What follows belongs to an exercise in optimizing a design on an open flow for small area; a production flow would make more cautious choices.
Function was checked by simulation only, so behaviour that the tests miss may differ from the original.
No activity file was given, so power comes from the tool's default toggle rates.

== run A ==
==> flow/design.v (excerpt) <==
module dnet_master (
    input  wire        clk,
    input  wire        rst,
    input  wire [3:0]  cfg_client_id,
    input  wire        cfg_strict,
    input  wire        cfg_csum_span,
    input  wire [7:0]  reg_idx,
    input  wire [15:0] reg_wdata,
    input  wire        reg_wr,
    input  wire        reg_rd,
    output wire [15:0] reg_rdata,
    output wire        tx_valid,
    output reg  [7:0]  tx_byte,
    input  wire        tx_ready,
    input  wire        rx_valid,
    input  wire [7:0]  rx_byte,
    output wire        rx_ready,
    input  wire        rx_timeout,
    output wire        done
);
clock: 10.0 ns
lec_check: 0
cap_margin: 0
core_margin: 2
core_utilization: 62
gpl_timing_driven: 0
slew_margin: 0
standard.sh (not shown) runs the stock make flow with config.mk's settings and CLKGATE_MAP_FILE= SYNTH_SCRIPT=/design/flow/synth_recipe.tcl, a recipe that flattens the netlist after the stock synthesis.
==> flow/flow/run.sh <==
#!/bin/bash
# Layout flow: the standard flow (standard.sh: the standard synthesis,
# floorplan, power grid and tap cells, placement, routing), with these
# changes to the cells added after synthesis:
#  * Yosys/ABC buffers are removed at floorplan (as timing-driven global
#    placement would do, which is off here);
#  * the port buffers are sky130_fd_sc_hd__buf_1;
#  * the clock tree uses clkbuf_8 buffers for clusters of up to 18 sinks,
#    clkbuf_4 buffers above them, and
#    no dummy loads.
# Each tool writes its full log under orfs/logs; standard.sh's own output
# goes to standard.log in this folder.
set -euo pipefail
export REMOVE_ABC_BUFFERS=1
export BUFFER_PORTS_ARGS="-buffer_cell sky130_fd_sc_hd__buf_1"
export CTS_ARGS="-sink_clustering_enable -repair_clock_nets -dont_use_dummy_load -buf_list sky130_fd_sc_hd__clkbuf_4 -sink_clustering_buffer sky130_fd_sc_hd__clkbuf_8 -sink_clustering_size 18 -sink_clustering_max_diameter 60"
bash standard.sh > standard.log 2>&1
Run A finished all stages; the layout is clean.
--- input diff run A..run B ---
# run A
export LEC_CHECK = 0
export CAP_MARGIN = 0
export CORE_MARGIN = 2
export CORE_UTILIZATION = 62
export GPL_TIMING_DRIVEN = 0
export SLEW_MARGIN = 0
create_clock -name core_clock -period 10.0 [get_ports {clk}]
# run B
export LEC_CHECK = 0
export CAP_MARGIN = 0
export CORE_MARGIN = 2
export CORE_UTILIZATION = 50
export GPL_TIMING_DRIVEN = 0
export SLEW_MARGIN = 0
create_clock -name core_clock -period 10.0 [get_ports {clk}]
==> flow/flow/run.sh <==
#!/bin/bash
# Layout flow: the standard flow (standard.sh: the standard synthesis,
# floorplan, power grid and tap cells, placement, routing), with these
# changes to the cells added after synthesis:
#  * Yosys/ABC buffers are removed at floorplan (as timing-driven global
#    placement would do, which is off here);
#  * the port buffers are sky130_fd_sc_hd__buf_1;
#  * the clock tree uses clkbuf_8 buffers in clusters of up to 16 sinks and
#    no dummy loads.
# Each tool writes its full log under orfs/logs; standard.sh's own output
# goes to standard.log in this folder.
set -euo pipefail
export REMOVE_ABC_BUFFERS=1
export BUFFER_PORTS_ARGS="-buffer_cell sky130_fd_sc_hd__buf_1"
export CTS_ARGS="-sink_clustering_enable -repair_clock_nets -dont_use_dummy_load -buf_list sky130_fd_sc_hd__clkbuf_8 -sink_clustering_size 16 -sink_clustering_max_diameter 60"
bash standard.sh > standard.log 2>&1
==> notes.md <==
- Vias: run B fewer than run A
- Run B against run A: number of post-CTS setup repair buffers held steady, internal power grew by 1.4%, clock share of power grew by 1.3 points, number of filler instances in the final layout grew by about 45%.
- Utilization, run B and run A, lower one = run B.
- Total wire length after detailed routing grows by a few percent when moving from run A to run B.
- Run B vs run A, share of the clock period used by the worst path went down by 2.5 points.
- Of the two candidates, run A has the better total power consumption of the routed design and run B the worse one.
- Diff run A -> run B: design area shows an increase of about 1.1%; wire length of the first global-routing pass shows an increase of 4.7%.
> inputs changed (run B -> run C)
# run B
export LEC_CHECK = 0
export CAP_MARGIN = 0
export CORE_MARGIN = 2
export CORE_UTILIZATION = 50
export GPL_TIMING_DRIVEN = 0
export SLEW_MARGIN = 0
create_clock -name core_clock -period 10.0 [get_ports {clk}]
# run C
export LEC_CHECK = 0
export CAP_MARGIN = 20
export CORE_MARGIN = 2
export CORE_UTILIZATION = 60
export CTS_BUF_LIST = sky130_fd_sc_hd__clkbuf_8
export CTS_CLUSTER_DIAMETER = 50
export CTS_CLUSTER_SIZE = 12
export SLEW_MARGIN = 20
create_clock -name core_clock -period 10.0 [get_ports {clk}]
==> flow/run.sh (new file) <==
#!/bin/bash
# synth_recipe.tcl (not shown) runs the flow's synth.tcl, then flattens the netlist and writes it again
# the make line also repeats each setting of config.mk as NAME=value (left out here)
make -C /OpenROAD-flow-scripts/flow DESIGN_CONFIG=/design/flow/config.mk WORK_HOME=/design/flow/orfs CLKGATE_MAP_FILE= SYNTH_SCRIPT=/design/flow/synth_recipe.tcl finish
removed: flow/flow/run.sh
removed: flow/standard.sh
Notes after the runs:
Delta(number of cells in the finished layout apart from fillers, run C - run B) < 0
Multi-input combinational cell count: run C vs run B identical
Run C: core utilization higher than run B
Compared with run B, in run C post-route standard cell area excluding fillers went up, total wirelength of the detailed-routed design went down, share of total power in sequential cells went down, proportion of power drawn by combinational gates did not really move.
Final clock period utilization by the worst path on run C is up relative to run B.
The lower part of the total power dissipated in the clock network of run C and run B is in run B.
On peak clock frequency supported by timing: run C sits below run B.
Clock network contribution to total cell area ends up higher on run C.
Input-level comparison between run D and run C:
# run C
export LEC_CHECK = 0
export CAP_MARGIN = 20
export CORE_MARGIN = 2
export CORE_UTILIZATION = 60
export CTS_BUF_LIST = sky130_fd_sc_hd__clkbuf_8
export CTS_CLUSTER_DIAMETER = 50
export CTS_CLUSTER_SIZE = 12
export SLEW_MARGIN = 20
create_clock -name core_clock -period 10.0 [get_ports {clk}]
# run D
export LEC_CHECK = 0
export CAP_MARGIN = 20
export CORE_MARGIN = 2
export CORE_UTILIZATION = 50
export GPL_TIMING_DRIVEN = 0
export SLEW_MARGIN = 20
create_clock -name core_clock -period 10.0 [get_ports {clk}]
==> flow/flow/run.sh (new file) <==
#!/bin/bash
# Layout flow: the standard flow (standard.sh: the standard synthesis,
# floorplan, power grid and tap cells, placement, routing), with these
# changes to the cells added after synthesis:
#  * Yosys/ABC buffers are removed at floorplan (as timing-driven global
#    placement would do, which is off here);
#  * the port buffers are sky130_fd_sc_hd__buf_1;
#  * the clock tree uses clkbuf_8 buffers in clusters of up to 16 sinks and
#    no dummy loads.
# Each tool writes its full log under orfs/logs; standard.sh's own output
# goes to standard.log in this folder.
set -euo pipefail
export REMOVE_ABC_BUFFERS=1
export BUFFER_PORTS_ARGS="-buffer_cell sky130_fd_sc_hd__buf_1"
export CTS_ARGS="-sink_clustering_enable -repair_clock_nets -dont_use_dummy_load -buf_list sky130_fd_sc_hd__clkbuf_8 -sink_clustering_size 16 -sink_clustering_max_diameter 60"
bash standard.sh > standard.log 2>&1
==> flow/standard.sh (new file) <==
#!/bin/bash
# synth_recipe.tcl (not shown) runs the flow's synth.tcl, then flattens the netlist and writes it again
# the make line also repeats each setting of config.mk as NAME=value (left out here)
make -C /OpenROAD-flow-scripts/flow DESIGN_CONFIG=/design/flow/config.mk WORK_HOME=/design/flow/orfs CLKGATE_MAP_FILE= SYNTH_SCRIPT=/design/flow/synth_recipe.tcl "${@:-finish}"
removed: flow/run.sh
==> comparison <==
- Run D against run C: max-capacitance violation count stayed essentially flat, power after layout saw a decrease.
- Run C → run D: non-clock buffer count decreased 25%, final design utilization decreased 12 points.
- [compare] base=run C new=run D: worst setup slack for register-to-register paths moved up; global-route usage down 5.5 points; post-route cell area saw a decrease; number of antenna violations at the first check in global routing increased 1; antenna diode count climbed 3.
- Run C has a lower post-route worst setup slack than run D.

[re-timing with driven ports]
Ports are ideal in the flow. The routed layouts listed here were re-timed in OpenROAD.
Step 1 sets driving cells, clkbuf_16 on the clock port and buf_2 on the other inputs (assumed; they add their load-dependent delay and slew).
Step 2 moves the port delays by t, midway between the first and last clock arrival at a register: inputs arrive t later, outputs are due t later. That takes back most of the time a late clock gives input paths.
Three values: ideal ports, drivers, drivers and shift; two values: the first two.
run | t, ns | setup WS [ns] | hold slack, ns | worst slew at a driven data input, ns | cell pins on the clock port's net
run A | 0.897 | 1.461 / 1.426 / 1.426 | 0.649 / 0.649 / 0.649 | 0.06 | 1
run B | 0.703 | 1.715 / 1.692 / 1.692 | 0.665 / 0.665 / 0.665 | 0.04 | 1
run C | 0.758 | 1.680 / 1.653 / 1.653 | 0.666 / 0.666 / 0.666 | 0.04 | 1
run D | 0.711 | 1.844 / 1.823 / 1.823 | 0.663 / 0.663 / 0.663 | 0.04 | 1
After both steps setup and hold are still met in every run listed. For run A, which loses most, drivers alone change the setup slack by -0.035 ns; drivers and shift together by -0.035 ns.
